Source: an optimization exercise on an open RTL-to-GDS flow (aim: small area, a short achievable clock period and few clock cycles). Production flows keep margins and buffers that such runs may drop. No run shown here included a check of the RTL's function; only the layout flow was run. Power is estimated from default activity; no workload was simulated.

### flow/design.v
module prb_link #(
    parameter PANEL_W     = 240,
    parameter PANEL_H     = 240,
    parameter LINE_W      = 160,
    parameter SRC_H       = 144,
    parameter MADCTL_INIT = 8'h00,
    parameter COLMOD_16BPP = 8'h55,
    parameter MS_CYCLES   = 8
) (
    input             clk,
    input             rst,
    input             cmd_valid,
    output            cmd_ready,
    input      [12:0] cmd_addr,
    input      [31:0] cmd_data,
    output reg        rsp_valid,
    output     [7:0]  rsp_code,
    output     [15:0] rsp_off,
    output reg        sck,
    output reg        mosi,
    output reg        dc,
    output reg        csn,
    output reg        rstn,
    output reg        bl
);
    localparam X0 = (PANEL_W - LINE_W) / 2;
    localparam Y0 = (PANEL_H - SRC_H) / 2;
    localparam NRING = LINE_W / 16;
    localparam [3:0] F_NONE        = 4'h0;
    localparam [3:0] F_BAD_ACCESS  = 4'h1;
    localparam [3:0] F_BAD_REG     = 4'h2;
    localparam [3:0] F_NOT_OPEN    = 4'h6;
    localparam [3:0] F_OPEN        = 4'h7;
    localparam [3:0] F_INVERTED    = 4'h8;
    localparam [3:0] F_RANGE       = 4'h9;
    localparam [3:0] F_UNINIT      = 4'hA;
    localparam [3:0] F_PAL_INDEX   = 4'hB;
    localparam [3:0] F_ROW_RANGE   = 4'hE;
    localparam [2:0] OP_INIT  = 3'd0;
    localparam [2:0] OP_WIN   = 3'd1;
    localparam [2:0] OP_FILL  = 3'd2;
    localparam [2:0] OP_DRAW  = 3'd3;
    localparam [2:0] OP_PIXEL = 3'd4;
    localparam [2:0] OP_INV   = 3'd5;
    localparam [2:0] OP_IDLE  = 3'd6;
    localparam [2:0] OP_POWER = 3'd7;
    localparam [1:0] IT_BYTE = 2'd0;
    localparam [1:0] IT_RST0 = 2'd1;
    localparam [1:0] IT_RST1 = 2'd2;
    localparam [1:0] IT_END  = 2'd3;
    localparam [4:0] LB_INVALID = 5'h10;
    localparam [4:0] LB_BADHI   = 5'h11;
    reg [5*LINE_W-1:0] lbr;      
    reg [255:0] palr;            
    reg [15:0]  pal_v;
    reg [3:0]   ph;
    reg         sweep;
    reg         xv;              
    reg         xr;              
    reg [12:0]  xa;
    reg [31:0]  xd;
    reg [7:0]   lb_ok;
    reg [7:0]  w_cs, w_ce, w_rs, w_re;
    reg        c_inv, c_rng, r_inv, r_rng;
    reg [15:0] f_col;
    reg [7:0]  f_x, f_y, f_w, f_h;
    reg        f_xb, f_yb, f_wb, f_hb;
    reg        sopen;
    reg        rdy;
    reg        s_idle, s_scan, s_pre, s_next, s_byte, s_wait;
    reg [2:0]  op;
    reg [4:0]  step;
    reg [7:0]  col, row;
    reg        half;
    reg [4:0]  lbq;
    reg        scv;
    reg [3:0]  nidx;
    reg        ni_v;
    reg [15:0] pcol;
    reg        pc_v;
    reg [7:0]  sh;
    reg [2:0]  bc;
    reg        blast;            
    reg        pfe;
    reg [1:0]  pw;
    reg [10:0] wcnt;
    reg        wz;               
    reg [3:0]  rcode;
    reg [12:0] roff;
    reg [1:0]  ik;
    reg [7:0]  iv;
    reg        idc, ife, ipix;
    reg [1:0]  ipw;
    assign cmd_ready = rdy;
    assign rsp_code  = {4'h0, rcode};
    assign rsp_off   = {3'b000, roff};
    wire        x_mis  = (xa[1:0] != 2'b00);
    wire        x_reg  = (xa[12:7] == 6'd0) & xa[6];         
    wire        x_drw  = (xa[12:2] == 11'h020);              
    wire        x_pal  = (xa[12:6] == 7'b0000100);
    wire        x_lb   = (xa[12:10] == 3'b100) & (xa[9:2] < LINE_W);
    wire [4:0]  rsel   = xa[6:2];
    wire [7:0]  lb_i   = xa[9:2];
    wire [3:0]  pal_k  = xa[5:2];
    wire [15:0] d_lo   = xd[15:0];
    wire [15:0] d_hi   = xd[31:16];
    wire        x_new  = xv & ~xr;                           
    wire        x_wr   = ~x_mis & (x_lb | x_pal);
    wire        lb_kg  = (xd[7:4] == 4'h0) & pal_v[xd[3:0]];
    wire [3:0]  ph_n   = ph + 4'd1;
    wire        ret    = x_new & x_wr & (pal_k == ph);       
    wire [15:0] pal_port = palr[15:0];
    wire [4:0]  x_code = (xd[7:4] != 4'h0) ? LB_BADHI : {1'b0, xd[3:0]};
    reg  [4:0]  lbp;      
    integer k;
    always @(*) begin
        lbp = 5'd0;
        for (k = 0; k < NRING; k = k + 1)
            if (col[7:4] == k)
                lbp = lbr[16*k*5 +: 5];
    end
    wire        f_wz   = ~f_wb & (f_w == 8'd0);
    wire        f_hz   = ~f_hb & (f_h == 8'd0);
    wire [8:0]  f_xe   = {1'b0, f_x} + {1'b0, f_w};         
    wire [8:0]  f_ye   = {1'b0, f_y} + {1'b0, f_h};
    wire        f_orng = f_xb | f_wb | f_yb | f_hb |
                         (f_xe > PANEL_W) | (f_ye > PANEL_H);
    wire [7:0]  f_ce   = f_x + f_w - 8'd1;
    wire [7:0]  f_re   = f_y + f_h - 8'd1;
    wire g_init  = x_reg & (rsel == 5'h10) & ~sopen;
    wire g_wapp  = x_reg & (rsel == 5'h13) & ~sopen & ~(c_inv | r_inv) & ~(c_rng | r_rng);
    wire g_sadr  = x_reg & (rsel == 5'h14) & ~sopen & (d_lo < PANEL_W) & (d_hi < PANEL_H);
    wire g_pixel = x_reg & (rsel == 5'h16) & sopen;
    wire g_fgo   = x_reg & (rsel == 5'h1B) & ~sopen & ~f_wz & ~f_hz & ~f_orng;
    wire g_frame = x_reg & ((rsel == 5'h1C) | (rsel == 5'h1D) | (rsel == 5'h1F)) & ~sopen;
    wire g_draw  = x_drw & ~sopen & (d_lo < SRC_H);
    wire op_go   = x_new & ~x_mis & (g_init | g_wapp | g_sadr | g_pixel | g_fgo | g_frame | g_draw);
    wire [12:0] a      = cmd_addr;
    wire        acc    = cmd_valid & rdy;
    wire        a_mis  = (a[1:0] != 2'b00);
    wire        a_wr   = ~a_mis & (((a[12:10] == 3'b100) & (a[9:2] < LINE_W)) |
                                   (a[12:6] == 7'b0000100));
    wire        a_op   = ~a_mis & ((((a[12:7] == 6'd0) & a[6]) &
                                    ((a[6:2] == 5'h10) | (a[6:2] == 5'h13) | (a[6:2] == 5'h14) |
                                     (a[6:2] == 5'h16) | ((a[6:2] >= 5'h1B) & (a[6:2] != 5'h1E)))) |
                                   (a[12:2] == 11'h020));
    wire        a_next = ~a_op & (~a_wr | (a[5:2] == ph_n));
    wire        pix    = (op == OP_FILL) | (op == OP_DRAW);
    wire        lastc  = (op == OP_DRAW) ? (row == LINE_W - 1) : (col == f_w - 8'd1);
    wire        lastr  = (op == OP_DRAW) | (row == f_h - 8'd1);
    reg [1:0]  it_k;
    reg [7:0]  it_v;
    reg        it_dc;     
    reg        it_fe;     
    reg        it_pix;    
    reg [1:0]  it_pw;     
    always @(*) begin
        it_k   = IT_BYTE;
        it_v   = 8'h00;
        it_dc  = 1'b1;
        it_fe  = 1'b0;
        it_pix = 1'b0;
        it_pw  = 2'd0;
        case (step)
            5'd0:  it_k = IT_RST0;
            5'd1:  it_k = IT_RST1;
            5'd2:  begin it_v = 8'h01; it_dc = 1'b0; it_fe = 1'b1; it_pw = 2'd1; end
            5'd3:  begin it_v = 8'h11; it_dc = 1'b0; it_fe = 1'b1; it_pw = 2'd2; end
            5'd4:  begin it_v = 8'h3A; it_dc = 1'b0; end
            5'd5:  begin it_v = COLMOD_16BPP; it_fe = 1'b1; end
            5'd6:  begin it_v = 8'h36; it_dc = 1'b0; end
            5'd7:  begin it_v = MADCTL_INIT; it_fe = 1'b1; end
            5'd8:  begin it_v = 8'h2A; it_dc = 1'b0; end
            5'd10: it_v = w_cs;
            5'd12: begin it_v = w_ce; it_fe = 1'b1; end
            5'd13: begin it_v = 8'h2B; it_dc = 1'b0; end
            5'd15: it_v = w_rs;
            5'd17: begin it_v = w_re; it_fe = 1'b1; end
            5'd18: begin it_v = 8'h2C; it_dc = 1'b0; it_fe = 1'b1; end
            5'd19: begin
                if (op == OP_INIT) begin
                    it_v = 8'h13; it_dc = 1'b0; it_fe = 1'b1;
                end else if (pix) begin
                    it_pix = 1'b1; it_fe = half & lastc & lastr;
                end else
                    it_k = IT_END;
            end
            5'd20: begin
                if (op == OP_INIT) begin
                    it_v = 8'h29; it_dc = 1'b0; it_fe = 1'b1; it_pw = 2'd3;
                end else
                    it_k = IT_END;
            end
            5'd22: begin
                it_dc = 1'b0; it_fe = 1'b1;
                case (op)
                    OP_INV:  it_v = {7'b0010000, xd[0]};
                    OP_IDLE: it_v = {7'b0011100, xd[0]};
                    default: begin
                        it_v  = {7'b0001000, ~xd[0]};
                        it_pw = xd[0] ? 2'd0 : 2'd3;
                    end
                endcase
            end
            5'd24: it_v = xd[15:8];
            5'd25: it_v = xd[7:0];
            5'd9, 5'd11, 5'd14, 5'd16: it_v = 8'h00;
            default: it_k = IT_END;
        endcase
    end
    wire [15:0] pc    = (op == OP_FILL) ? f_col : pcol;
    wire [7:0]  pbyte = half ? pc[7:0] : pc[15:8];
    wire need  = s_next | (blast & (pw == 2'd0)) | (s_wait & wz);
    wire stall = ipix & (op == OP_DRAW) & ~half & ~pc_v;
    wire ld    = need & ~stall;
    wire lo_ld = ld & ipix & half;
    wire fetch   = (op == OP_DRAW) & ~s_idle & ~s_scan;
    wire lb_cap  = fetch & ~ni_v & (col[3:0] == ph) & (col < LINE_W);
    wire pal_cap = fetch & ni_v & (nidx == ph) & (~pc_v | lo_ld);
    wire scan_al  = (col[3:0] == ph);
    wire scan_bad = s_scan & scv & (lbq[4] | ~pal_v[lbq[3:0]]);
    wire scan_ok  = s_scan & scv & ~scan_bad & (col == LINE_W);
    wire op_end    = (ld & (ik == IT_END)) | scan_bad;
    wire x_cons    = (x_new & ~op_go & (~x_wr | ret)) | (xr & op_end);
    wire xv_n      = acc | (xv & ~x_cons);
    wire done_n    = acc ? a_next : (x_new & x_wr & (pal_k == ph_n));
    wire sweep_n   = sweep & (ph != 4'd15);
    integer r, s;
    always @(posedge clk) begin
        for (r = 0; r < NRING; r = r + 1) begin
            for (s = 0; s < 15; s = s + 1)
                lbr[(16*r+s)*5 +: 5] <= lbr[(16*r+s+1)*5 +: 5];
            if (sweep)
                lbr[(16*r+15)*5 +: 5] <= LB_INVALID;
            else if (ret & x_lb & (lb_i[7:4] == r))
                lbr[(16*r+15)*5 +: 5] <= x_code;
            else
                lbr[(16*r+15)*5 +: 5] <= lbr[(16*r)*5 +: 5];
        end
        for (s = 0; s < 15; s = s + 1)
            palr[16*s +: 16] <= palr[16*(s+1) +: 16];
        palr[16*15 +: 16] <= (ret & x_pal) ? d_lo : pal_port;
    end
    always @(posedge clk) begin
        lbq <= lbp;
        ik   <= it_k;
        iv   <= it_v;
        idc  <= it_dc;
        ife  <= it_fe;
        ipix <= it_pix;
        ipw  <= it_pw;
        if (rdy) begin
            xa <= cmd_addr;
            xd <= cmd_data;
        end
        if (rst) begin
            ph    <= 4'd0;
            sweep <= 1'b1;
            pal_v <= 16'h0000;
            lb_ok <= 8'd0;
        end else begin
            ph    <= ph_n;
            sweep <= sweep_n;
            if (ret & x_pal)
                pal_v[pal_k] <= 1'b1;
            if (ret & x_lb) begin
                if (lb_i == lb_ok && lb_kg)
                    lb_ok <= lb_ok + 8'd1;
                else if (lb_i < lb_ok && !lb_kg)
                    lb_ok <= lb_i;
            end
            if (scan_bad)
                lb_ok <= roff[9:2];
            if (scan_ok)
                lb_ok <= LINE_W;
        end
    end
    always @(posedge clk) begin
        if (rst) begin
            rdy       <= 1'b0;
            xv        <= 1'b0;
            xr        <= 1'b0;
            s_idle    <= 1'b1;
            s_scan    <= 1'b0;
            s_pre     <= 1'b0;
            s_next    <= 1'b0;
            s_byte    <= 1'b0;
            s_wait    <= 1'b0;
            op        <= OP_INIT;
            step      <= 5'd0;
            rsp_valid <= 1'b0;
            rcode     <= 4'h0;
            roff      <= 13'h0;
            sck       <= 1'b0;
            mosi      <= 1'b0;
            dc        <= 1'b1;
            csn       <= 1'b1;
            rstn      <= 1'b1;
            bl        <= 1'b0;
            w_cs <= 8'd0; w_ce <= 8'd0; w_rs <= 8'd0; w_re <= 8'd0;
            c_inv <= 1'b0; c_rng <= 1'b0; r_inv <= 1'b0; r_rng <= 1'b0;
            f_col <= 16'h0;
            f_x <= 8'd0; f_y <= 8'd0; f_w <= 8'd0; f_h <= 8'd0;
            f_xb <= 1'b0; f_yb <= 1'b0; f_wb <= 1'b0; f_hb <= 1'b0;
            sopen     <= 1'b0;
            pfe       <= 1'b0;
            pw        <= 2'd0;
            blast     <= 1'b0;
            wz        <= 1'b0;
            scv       <= 1'b0;
            half      <= 1'b0;
            col       <= 8'd0;
            row       <= 8'd0;
            ni_v      <= 1'b0;
            pc_v      <= 1'b0;
        end else begin
            rsp_valid <= 1'b0;
            rdy       <= ~sweep_n & (~xv_n | done_n);
            xv        <= xv_n;
            if (op_go)
                xr <= 1'b1;
            if (xr & op_end)
                xr <= 1'b0;
            s_pre     <= 1'b0;
            if (s_pre)
                s_next <= 1'b1;
            if (x_new & (~x_wr | ret)) begin
                rsp_valid <= ~op_go;
                rcode     <= F_NONE;
                roff      <= 13'h0;
                if (op_go) begin
                    s_idle <= 1'b0;
                    s_pre  <= 1'b1;
                end
                if (x_mis) begin
                    rcode <= F_BAD_ACCESS;
                    roff  <= xa;
                end else if (x_pal | x_lb) begin
                end else if (x_drw) begin
                    if (sopen) begin
                        rcode <= F_OPEN; roff <= xa;
                    end else if (!g_draw) begin
                        rcode <= F_ROW_RANGE; roff <= xa;
                    end else begin
                        op   <= OP_DRAW;
                        col  <= lb_ok;
                        scv  <= 1'b0;
                        if (lb_ok == LINE_W) begin
                            w_cs <= X0;
                            w_ce <= X0 + LINE_W - 1;
                            w_rs <= Y0 + xd[7:0];
                            w_re <= Y0 + xd[7:0];
                            c_inv <= 1'b0; c_rng <= 1'b0; r_inv <= 1'b0; r_rng <= 1'b0;
                            step <= 5'd8;
                            col  <= 8'd0;
                            row  <= 8'd0;
                            half <= 1'b0;
                            ni_v <= 1'b0;
                            pc_v <= 1'b0;
                        end else begin
                            s_pre  <= 1'b0;
                            s_scan <= 1'b1;
                        end
                    end
                end else if (x_reg) begin
                    case (rsel)
                        5'h10: begin  
                            if (sopen) begin
                                rcode <= F_OPEN; roff <= xa;
                            end else begin
                                w_cs <= 8'd0; w_ce <= PANEL_W - 1;
                                w_rs <= 8'd0; w_re <= PANEL_H - 1;
                                c_inv <= 1'b0; c_rng <= 1'b0; r_inv <= 1'b0; r_rng <= 1'b0;
                                op   <= OP_INIT;
                                step <= 5'd0;
                            end
                        end
                        5'h11: begin  
                            w_cs  <= xd[7:0];
                            w_ce  <= xd[23:16];
                            c_inv <= (d_lo > d_hi);
                            c_rng <= (d_hi >= PANEL_W);
                        end
                        5'h12: begin  
                            w_rs  <= xd[7:0];
                            w_re  <= xd[23:16];
                            r_inv <= (d_lo > d_hi);
                            r_rng <= (d_hi >= PANEL_H);
                        end
                        5'h13: begin  
                            if (sopen) begin
                                rcode <= F_OPEN; roff <= xa;
                            end else if (c_inv | r_inv) begin
                                rcode <= F_INVERTED; roff <= xa;
                            end else if (c_rng | r_rng) begin
                                rcode <= F_RANGE; roff <= xa;
                            end else begin
                                op   <= OP_WIN;
                                step <= 5'd8;
                            end
                        end
                        5'h14: begin  
                            if (sopen) begin
                                rcode <= F_OPEN; roff <= xa;
                            end else if (!g_sadr) begin
                                rcode <= F_RANGE; roff <= xa;
                            end else begin
                                w_cs <= xd[7:0];   w_ce <= xd[7:0];
                                w_rs <= xd[23:16]; w_re <= xd[23:16];
                                c_inv <= 1'b0; c_rng <= 1'b0; r_inv <= 1'b0; r_rng <= 1'b0;
                                op   <= OP_WIN;
                                step <= 5'd8;
                            end
                        end
                        5'h15: begin  
                            if (sopen) begin
                                rcode <= F_OPEN; roff <= xa;
                            end else begin
                                sopen <= 1'b1;
                                csn   <= 1'b0;
                            end
                        end
                        5'h16: begin  
                            if (!sopen) begin
                                rcode <= F_NOT_OPEN; roff <= xa;
                            end else begin
                                op   <= OP_PIXEL;
                                step <= 5'd24;
                            end
                        end
                        5'h17: begin  
                            if (!sopen) begin
                                rcode <= F_NOT_OPEN; roff <= xa;
                            end else begin
                                sopen <= 1'b0;
                                csn   <= 1'b1;
                            end
                        end
                        5'h18: f_col <= d_lo;
                        5'h19: begin
                            f_x <= xd[7:0];   f_xb <= (xd[15:8] != 8'd0);
                            f_y <= xd[23:16]; f_yb <= (xd[31:24] != 8'd0);
                        end
                        5'h1A: begin
                            f_w <= xd[7:0];   f_wb <= (xd[15:8] != 8'd0);
                            f_h <= xd[23:16]; f_hb <= (xd[31:24] != 8'd0);
                        end
                        5'h1B: begin  
                            if (sopen) begin
                                rcode <= F_OPEN; roff <= xa;
                            end else if (f_wz | f_hz) begin
                                rcode <= F_INVERTED; roff <= xa;
                            end else if (f_orng) begin
                                rcode <= F_RANGE; roff <= xa;
                            end else begin
                                w_cs <= f_x; w_ce <= f_ce;
                                w_rs <= f_y; w_re <= f_re;
                                c_inv <= 1'b0; c_rng <= 1'b0; r_inv <= 1'b0; r_rng <= 1'b0;
                                op   <= OP_FILL;
                                step <= 5'd8;
                                col  <= 8'd0;
                                row  <= 8'd0;
                                half <= 1'b0;
                            end
                        end
                        5'h1E: bl <= xd[0];  
                        default: begin  
                            if (sopen) begin
                                rcode <= F_OPEN; roff <= xa;
                            end else begin
                                op   <= (rsel == 5'h1C) ? OP_INV :
                                        (rsel == 5'h1F) ? OP_IDLE : OP_POWER;
                                step <= 5'd22;
                            end
                        end
                    endcase
                end else begin
                    rcode <= F_BAD_REG;
                    roff  <= xa;
                end
            end
            if (s_scan) begin
                scv <= scan_al;
                if (scan_al) begin
                    col  <= col + 8'd1;
                    roff <= {1'b1, 2'b00, col, 2'b00};
                end
                if (scan_bad) begin
                    if (lbq[4]) begin
                        rcode <= lbq[0] ? F_PAL_INDEX : F_UNINIT;
                        roff  <= roff;
                    end else begin
                        rcode <= F_UNINIT;
                        roff  <= {5'b00001, 2'b00, lbq[3:0], 2'b00};
                    end
                    rsp_valid <= 1'b1;
                    s_scan    <= 1'b0;
                    s_idle    <= 1'b1;
                end else if (scan_ok) begin
                    w_cs <= X0;
                    w_ce <= X0 + LINE_W - 1;
                    w_rs <= Y0 + xd[7:0];
                    w_re <= Y0 + xd[7:0];
                    c_inv <= 1'b0; c_rng <= 1'b0; r_inv <= 1'b0; r_rng <= 1'b0;
                    step <= 5'd8;
                    col  <= 8'd0;
                    row  <= 8'd0;
                    half <= 1'b0;
                    ni_v <= 1'b0;
                    pc_v <= 1'b0;
                    s_scan <= 1'b0;
                    s_pre  <= 1'b1;
                end
            end
            if (lb_cap) begin
                nidx <= lbp[3:0];
                ni_v <= 1'b1;
                col  <= col + 8'd1;
            end
            if (pal_cap) begin
                ni_v <= 1'b0;
                pcol <= pal_port;
                pc_v <= 1'b1;
            end else if (lo_ld)
                pc_v <= 1'b0;
            if (s_byte) begin
                if (!sck) begin
                    sck   <= 1'b1;
                    csn   <= 1'b0;
                    blast <= (bc == 3'd7);
                end else if (!blast) begin
                    sck  <= 1'b0;
                    mosi <= sh[6];
                    sh   <= {sh[6:0], 1'b0};
                    bc   <= bc + 3'd1;
                end else begin
                    sck   <= 1'b0;
                    blast <= 1'b0;
                    if (pw != 2'd0) begin
                        csn    <= 1'b1;
                        pfe    <= 1'b0;
                        pw     <= 2'd0;
                        wcnt   <= (pw == 2'd1) ? 11'd1198 :
                                  (pw == 2'd2) ? 11'd958 : 11'd959;
                        wz     <= 1'b0;
                        s_byte <= 1'b0;
                        s_wait <= 1'b1;
                    end else if (stall) begin
                        s_byte <= 1'b0;
                        s_next <= 1'b1;
                    end
                end
            end
            if (s_wait) begin
                wcnt <= wcnt - 11'd1;
                wz   <= (wcnt == 11'd1);
                if (wz & stall) begin
                    s_wait <= 1'b0;
                    s_next <= 1'b1;
                end
            end
            if (ld) begin
                if (pfe)
                    csn <= 1'b1;
                pfe    <= 1'b0;
                step   <= step + 5'd1;
                s_next <= 1'b0;
                s_byte <= 1'b0;
                s_wait <= 1'b0;
                case (ik)
                    IT_BYTE: begin
                        sh     <= ipix ? pbyte : iv;
                        mosi   <= ipix ? pbyte[7] : iv[7];
                        dc     <= idc;
                        bc     <= 3'd0;
                        pfe    <= ife;
                        pw     <= ipw;
                        s_byte <= 1'b1;
                        if (ipix) begin
                            step <= step;
                            if (!half) begin
                                half <= 1'b1;
                            end else begin
                                half <= 1'b0;
                                if (op == OP_DRAW) begin
                                    if (lastc) step <= 5'd20;
                                    else row <= row + 8'd1;
                                end else if (lastc) begin
                                    col <= 8'd0;
                                    if (lastr) step <= 5'd20;
                                    else row <= row + 8'd1;
                                end else
                                    col <= col + 8'd1;
                            end
                        end
                    end
                    IT_RST0: begin
                        rstn   <= 1'b0;
                        wcnt   <= 11'd799;
                        wz     <= 1'b0;
                        s_wait <= 1'b1;
                    end
                    IT_RST1: begin
                        rstn   <= 1'b1;
                        wcnt   <= 11'd798;
                        wz     <= 1'b0;
                        s_wait <= 1'b1;
                    end
                    default: begin
                        rsp_valid <= 1'b1;
                        rcode     <= F_NONE;
                        roff      <= 13'h0;
                        s_idle    <= 1'b1;
                    end
                endcase
            end
        end
    end
endmodule
### flow/flow/run.sh
#!/bin/bash
# The standard layout (the standard.sh), with the port buffers made of
# buf_4 cells instead of the slow delay buffers buffer_ports picks by default,
# and gate sizing not limited to cells of the same footprint.
set -euo pipefail
bash standard.sh BUFFER_PORTS_ARGS="-buffer_cell sky130_fd_sc_hd__buf_4" MATCH_CELL_FOOTPRINT=0 finish > standard.log 2>&1
### flow/standard.sh
#!/bin/bash
# synth_recipe.tcl (not shown) runs the flow's synth.tcl, then flattens the netlist and writes it again
# the make line also repeats each setting of config.mk as NAME=value (left out here)
make -C /OpenROAD-flow-scripts/flow DESIGN_CONFIG=/design/flow/config.mk WORK_HOME=/design/flow/orfs CLKGATE_MAP_FILE= SYNTH_SCRIPT=/design/flow/synth_recipe.tcl "${@:-finish}"
### flow/config.mk
export PLATFORM = sky130hd
export DESIGN_NAME = prb_link
export DESIGN_NICKNAME = prb_link
export VERILOG_FILES = /design/flow/design.v
export SDC_FILE = /design/flow/constraint.sdc
export NUM_CORES = 4
export LEC_CHECK = 0
export CAP_MARGIN = 20
export CORE_MARGIN = 2
export CORE_UTILIZATION = 40
export PLACE_DENSITY = 0.6
export SETUP_SLACK_MARGIN = 4.5
export SLEW_MARGIN = 20
### flow/constraint.sdc
create_clock -name core_clock -period 8.0 [get_ports {clk}]
set_input_delay 1.6000 -clock core_clock [delete_from_list [all_inputs] [get_ports {clk}]]
set_output_delay 1.6000 -clock core_clock [all_outputs]
set_load 0.01 [all_outputs]
==> results of run 1 <==
## power groups by stage
stage | logic (uW) | clock network [uW] | registers (uW)
CTS | 152 | 6370 | 6810
finish | 153 | 6210 | 6810
floorplan | 96.2 | 0 | 6950
global placement | 150 | 0 | 6960
detailed placement | 151 | 0 | 6960
global route | 167 | 6630 | 6810
## worst min-delay path by stage
| stage | start | endpoint | slack [ns] | cells past startpoint |
|---|---|---|---|---|
| final | palr[216] | palr[200] | 0.30 | 0 |
| after global placement | lbr[669] | lbr[664] | 0.31 | 0 |
| after detailed placement | lbr[157] | lbr[152] | 0.31 | 0 |
| after global routing | lbr[443] | lbr[438] | 0.29 | 0 |
| after floorplan | lbr[5] | lbr[0] | 0.31 | 0 |
| after CTS | lbr[421] | lbr[416] | 0.29 | 0 |
## flip-flops by register name (all words and copies together), names as in the netlist, 11 cells and up
signal,count
lbr,800
palr,256
xd,32
f_col,16
pal_v,16
pcol,16
roff,13
xa,13
wcnt,11
## final cells by class
cell class / instances / share of cell area
antenna: 2 / 0.000104
clock buffer: 187 / 0.0785
clock inverter: 47 / 0.0150
inverter: 121 / 0.00943
multi-input combinational: 1919 / 0.259
sequential: 1346 / 0.578
tap: 1368 / 0.0355
timing repair buffer: 151 / 0.0244
## routing by layer
metal  track usage  wire length, um
met1         0.251            45200
met2         0.294            45400
met3        0.0476             7650
met4        0.0893             4860
met5             0                8
## logic make-up (layout without fill, tap and decap cells)
family | count (synthesis) | after routing
other cells | 1 | 9
compound gates | 722 | 722
mux | 78 | 78
fa+ha+maj | 103 | 103
flops | 1346 | 1346
xor+xnor | 85 | 85
buf+inv | 291 | 506
simple gates | 923 | 924
## critical path: stages, from the launching register on
cell and delay [ns]:
edfxtp_1 0.43, inv_1 0.23, ha_4 0.29, or3b_4 0.46
nor4_4 0.21, buf_6 0.28, and2_1 0.29, nand2_2 0.26
o31a_1 0.27, o2111a_2 0.34, a21o_1 0.17, a22o_1 0.17
## per-stage QoR
step	setup WS [ns]	hold WS, ns
final	4.47	0.300
after global routing	4.39	0.293
after CTS	4.45	0.287
after detailed placement	3.80	0.312
after global placement	3.78	0.310
after floorplan	4.83	0.310
## cell usage after synthesis (8+ instances only)
cell,instances
mux2_2,23
or2_2,13
nor2b_1,31
a221o_1,12
a211oi_1,36
nand4_1,27
nor2_1,251
xnor2_1,46
o2111ai_1,8
and2_1,18
dfxtp_1,1260
a22oi_1,28
buf_2,26
clkbuf_1,116
buf_1,10
o211ai_1,18
o21a_1,11
ha_1,99
mux4_2,19
nor4_1,19
nand2b_1,19
buf_4,17
inv_1,117
a31oi_1,39
mux2i_1,36
o22ai_1,16
a221oi_1,28
o21bai_1,14
a21o_1,25
a21oi_1,243
nor3b_1,12
a211o_1,9
o21ai_0,120
nand3_1,90
nand2_1,301
nor3_1,63
xor2_1,39
o2bb2ai_1,9
edfxtp_1,86
and3_1,28
o31ai_1,16
## timing repair
item,4_1_cts,5_1_grt
setup buffers,21,15
cloned,1,0
resized for setup,34,41
pin swaps,6,17
setup endpoints to repair,168,100
hold buffers,0,0
==> results.txt, run 1 <==
EDFF count, synth=86; Pwr per Cell Area=273 nW/um2; RR Endpoint=row[7]; root buf cell=clkbuf_16; Sum Neg Setup Slack=0 ns; layout cells sized above 1=0.134; Routability Congestion=0.941; Mapped Area=41200 um2; first-pass GRT wire length=154 mm; Max Root-Sink Buffers=3; Final Cycle Share=0.441; H-tree levels=4; arrival time worst endpoint=4.14 ns; Synth cell types=99; area delta synth->final=17.0%; Final Hold Fails=0; TritonRoute pass-1 iters=6; switching share of power=0.210; largest family of logic cells by synthesized area=compound AO/OA/AOI/OAI gates; flop2flop setup slack=4.47 ns; static leakage=0.0185 uW; syn_area_per_cell=11.6 um2; Clk pin slew, worst setup/hold paths=0.06 ns; top_reg_cell synth=dfxtp_1; die area=106000 um2; #FFs+latches synth=1346; commonest non-fill, non-tap cell in the layout=dfxtp_1; die width=325 um; mux cell area share after synthesis=0.0254; Setup crit end=row[7]; vias in the first global route=25.2k; final instance area=48200 um2; Max Cap Viol=0; Peak VDD IR=224 uV; First DRT Iteration DRCs=2372; kind of critical path=reg -> reg; critical path startpoint category=flop; Synth area leader=dfxtp_1; Clock Latency Late Sink=0.74 ns; Post-Layout Cell Count=5141; multi-input logic area=12500 um2; Total Power=13200 uW; # IOs=80; flip-flop and latch area=27800 um2; Post-Synth Adder-Cell Area=0.0320; CTS Sinks=1346; Placed Cells=4867; total grt overflow=0; CP Capture Type=flop; register area share after synthesis=0.675; DP HPWL=70.1 mm; combinational fraction of design power=0.012; Switch Pwr=2760 uW; CP required=8.61 ns; ANT nets after route=0; total wire length=103 mm; Post-Syn Instances=3549; Die H=325 um; Pint=10400 uW; total track usage=0.191; DRC=0; # rows=117; count of final setup violators=0; complex-gate fraction of the synthesized area=0.115; Synth Warn #=1; most frequent cells in the layout=dfxtp_1, nand2_1, nor2_1; RSZ-0062 raised after global routing=true; Final Max Slew Viols=0; post-DR wirelength/cell=20.1 um; asr flop ratio synth=0; Slew HR=0.324; largest net degree at the start of global routing=64; Buffers on Ports=72; power share of the clock group=0.472; initial antenna violation count=3; Final Core Density=0.473; Filler Cells Inserted=9231; routed vias=26.5k; clk_skew=0.0426 ns; post-synth top area share=0.612; placed cell areas=43100 um2; synth top area cells=dfxtp_1, edfxtp_1, ha_1, a21oi_1, nand2_1; Nets=3821; Synth Area in XOR/XNOR=0.0181; CP max FO=21; outcome=timing/DRC/antenna clean; Core Region=102000 um2; worst-margin pin slew=1.01 ns; Tmin final=3.53 ns; FMAX=284 MHz; Sequential Power Share=0.517; Inserted Clock Buffers=131; Reg2Reg Depth=11; CP startpoint=xa[2]; starting density of the core=0.404; hold crit path type=reg -> reg; FF-to-FF Start=xa[2]; CTS tree=done; Post-Synth Simple-Gate Area=0.105; DR vias/cell=5.16
==> run 2: changes to the inputs <==
==> flow/flow/run.sh (replaced) <==
#!/bin/bash
# The standard layout (the standard.sh), with the port buffers made of
# buf_4 cells instead of the slow delay buffers buffer_ports picks by default.
set -euo pipefail
bash standard.sh BUFFER_PORTS_ARGS="-buffer_cell sky130_fd_sc_hd__buf_4" finish > standard.log 2>&1
==> run 2 against run 1 <==
Synthesized cell count stayed put. Via count unchanged. Flip-flop and latch count did not move. Synthesized area unchanged. First-iteration DRC count is the same. Clock-buffer cell count did not move. Die area unchanged. Critical endpoint unchanged. Largest cell class unchanged. Largest power group unchanged.
==> results.txt, run 2 <==
outcome=timing/DRC/antenna clean; DRC=0 (unchanged); max FFs per register=800 (unchanged); # IOs=80 (unchanged); Nets=3821 (unchanged); CTS tree=done; area delta synth->final=17.0% (unchanged); Tmin final=3.53 ns (unchanged); DP HPWL=70.1 mm (unchanged); Core Region=102000 um2 (unchanged); Inserted Clock Buffers=131 (unchanged); static leakage=0.0185 uW (unchanged); first-pass GRT wire length=154 mm (unchanged); Placed Cells=4867 (unchanged); synth cell count leaders=dfxtp_1, nand2_1, nor2_1; die width=325 um (unchanged); ANT nets after route=0 (unchanged); Max Cap Viol=0 (unchanged); complex-gate fraction of the synthesized area=0.115 (unchanged); critical path startpoint category=flop; Min-Delay Startpoint=palr[216]; FF-to-FF Start=xa[2]; worst hold path depth=0 (unchanged); total track usage=0.191 (unchanged); CP required=8.61 ns (about the same); Filler Cells Inserted=9231 (unchanged); initial antenna violation count=3 (unchanged); post-DR wirelength/cell=20.1 um (unchanged); count of final setup violators=0 (unchanged); # rows=117 (unchanged); Reg2Reg Depth=11 (unchanged); register area share after synthesis=0.675 (unchanged); total wire length=103 mm (unchanged); #FFs+latches synth=1346 (unchanged); Routability Congestion=0.941 (unchanged); Clk pin slew, worst setup/hold paths=0.06 ns (about the same); syn_area_per_cell=11.6 um2 (unchanged); most frequent cells in the layout=dfxtp_1, nand2_1, nor2_1; hold crit path type=reg -> reg; die area=106000 um2 (unchanged); Slew HR=0.324 (unchanged); CTS Sinks=1346 (unchanged); TritonRoute pass-1 iters=6 (unchanged); First DRT Iteration DRCs=2372 (unchanged); largest net degree at the start of global routing=64 (unchanged); mux cell area share after synthesis=0.0254 (unchanged); root buf cell=clkbuf_16; top_reg_cell synth=dfxtp_1; Clock Latency Late Sink=0.74 ns (about the same); Min-Delay Endpoint=palr[200]; worst-margin pin slew=1.01 ns (unchanged); Final Hold Fails=0 (unchanged); Regs by FF count=lbr: 800 flops, palr: 256 flops, xd: 32 flops; vias in the first global route=25.2k (unchanged); Peak VDD IR=224 uV (unchanged); synth top area cells=dfxtp_1, edfxtp_1, ha_1, a21oi_1, nand2_1; Mapped Area=41200 um2 (unchanged); starting density of the core=0.404 (unchanged); EDFF count, synth=86 (unchanged); Post-Layout Cell Count=5141 (unchanged); post-synth top area share=0.612 (unchanged); largest family of logic cells by synthesized area=compound AO/OA/AOI/OAI gates; Post-Syn Instances=3549 (unchanged); total grt overflow=0 (unchanged); Synth area leader=dfxtp_1; RSZ-0062 raised after global routing=true; most common cell in the netlist=dfxtp_1; DR vias/cell=5.16 (unchanged); FMAX=284 MHz (unchanged); routed vias=26.5k (unchanged); Synth cell types=99 (unchanged); Top reg by flops=lbr; Pwr per Cell Area=273 nW/um2 (unchanged); Post-Synth Adder-Cell Area=0.0320 (unchanged); Sum Neg Setup Slack=0 ns (unchanged); Final Max Slew Viols=0 (unchanged); asr flop ratio synth=0 (unchanged); H-tree levels=4 (unchanged); CP max FO=21 (unchanged); clk_skew=0.0426 ns (unchanged); Final Cycle Share=0.441 (unchanged); commonest non-fill, non-tap cell in the layout=dfxtp_1; Synth Area in XOR/XNOR=0.0181 (unchanged); Synth Warn #=1 (unchanged); arrival time worst endpoint=4.14 ns (about the same); RR Endpoint=row[7]; CP Capture Type=flop; CP startpoint=xa[2]; Max Root-Sink Buffers=3 (unchanged); kind of critical path=reg -> reg; flop2flop setup slack=4.47 ns (about the same); Buffers on Ports=72 (unchanged); Die H=325 um (unchanged); layout cells sized above 1=0.134 (unchanged); Post-Synth Simple-Gate Area=0.105 (unchanged)
run 2: final cells by class:
type / instances / area (um2) / area share
Timing Repair Buffer: 151 / 1170 / 0.0244
Clock inverter: 47 / 722 / 0.0150
Clock buffer: 187 / 3780 / 0.0785
Antenna cell: 2 / 5.00 / 0.000104
Multi-Input combinational cell: 1919 / 12500 / 0.259
Sequential cell: 1346 / 27800 / 0.578
Inverter: 121 / 454 / 0.00943
Tap cell: 1368 / 1710 / 0.0355
run 2: repair_timing:
item / 4_1_cts / 5_1_grt
hold endpoints to repair: 0 / 0
cloned: 1 / 0
gates resized for setup: 34 / 41
hold buffers: 0 / 0
setup buffers: 21 / 15
endpoints found under the setup margin: 168 / 100
pin swaps: 6 / 17
run 2: per-stage QoR:
stage	power, uW	worst slack, ns	util	cell area, um2	hold WS (ns)
2_1_floorplan	7050	4.83	-	41200	0.310
3_3_place_gp	7110	3.78	0.423	43100	0.310
3_5_place_dp	7110	3.80	0.423	43100	0.312
4_1_cts	13300	4.45	0.470	47900	0.287
5_1_grt	13600	4.39	0.473	48200	0.293
6_report	13200	4.47	0.473	48200	0.300
run 2: kinds of logic (layout without fill, tap and decap cells):
group / after synthesis / in the layout
fa+ha+maj: 103 / 103
mux: 78 / 78
flops: 1346 / 1346
compound gates: 722 / 722
other cells: 1 / 9
simple gates: 923 / 924
buf+inv: 291 / 506
xor+xnor: 85 / 85
run 2: how the worst max path moves through the flow:
stage | depth (start not counted) | slack [ns] | end
floorplan | 12 | 4.83 | c_rng
global placement | 11 | 3.78 | row[7]
detailed placement | 11 | 3.80 | row[7]
CTS | 12 | 4.45 | row[7]
global route | 9 | 4.39 | row[2]
finish | 11 | 4.47 | row[7]
run 2: power breakdown:
| part | internal [uW] | switching [uW] | total [uW] |
|---|---|---|---|
| Clock | 3560 | 2650 | 6210 |
| Combinational | 60.9 | 91.9 | 153 |
| Sequential | 6790 | 23.2 | 6810 |
run 2: critical path, cell delays in order, from the launching register on:
cell and delay [ns]:
edfxtp_1 0.43, inv_1 0.23, ha_4 0.29, or3b_4 0.46, nor4_4 0.21, buf_6 0.28
and2_1 0.29, nand2_2 0.26, o31a_1 0.27, o2111a_2 0.34, a21o_1 0.17, a22o_1 0.17
run 2: routing by layer:
metal / GRT usage / wire length, um / vias up
li1: - / - / 12534
met1: 0.251 / 45200 / 12672
met2: 0.294 / 45400 / 1005
met3: 0.0476 / 7650 / 300
met4: 0.0893 / 4860 / 2
met5: 0 / 8 / -

==> static timing again, ports no longer ideal <==
The flow's constraints put no driver on any port. The routed layouts listed below were extracted and timed again, unchanged, in two steps. Step 1: set_driving_cell puts a clkbuf_16 on clk and a buf_2 on each other input, an assumption about the parent block. Step 2 also shifts input and output timing later by t, the mid clock arrival at the registers, as if the neighbouring blocks saw the same clock. a / b / c = ideal ports / drivers / drivers and shift; a / b = the first two.
run	t (ns)	slack for setup (ns)	clock arrival spread, ns	worst data-port slew with drivers (ns)	cell pins on the clock port's net
run 1	0.784	4.473 / 4.473 / 3.818	0.043 / 0.043	0.08	1
run 2	0.784	4.473 / 4.473 / 3.818	0.043 / 0.043	0.08	1
After both steps setup and hold are still met in every run listed.
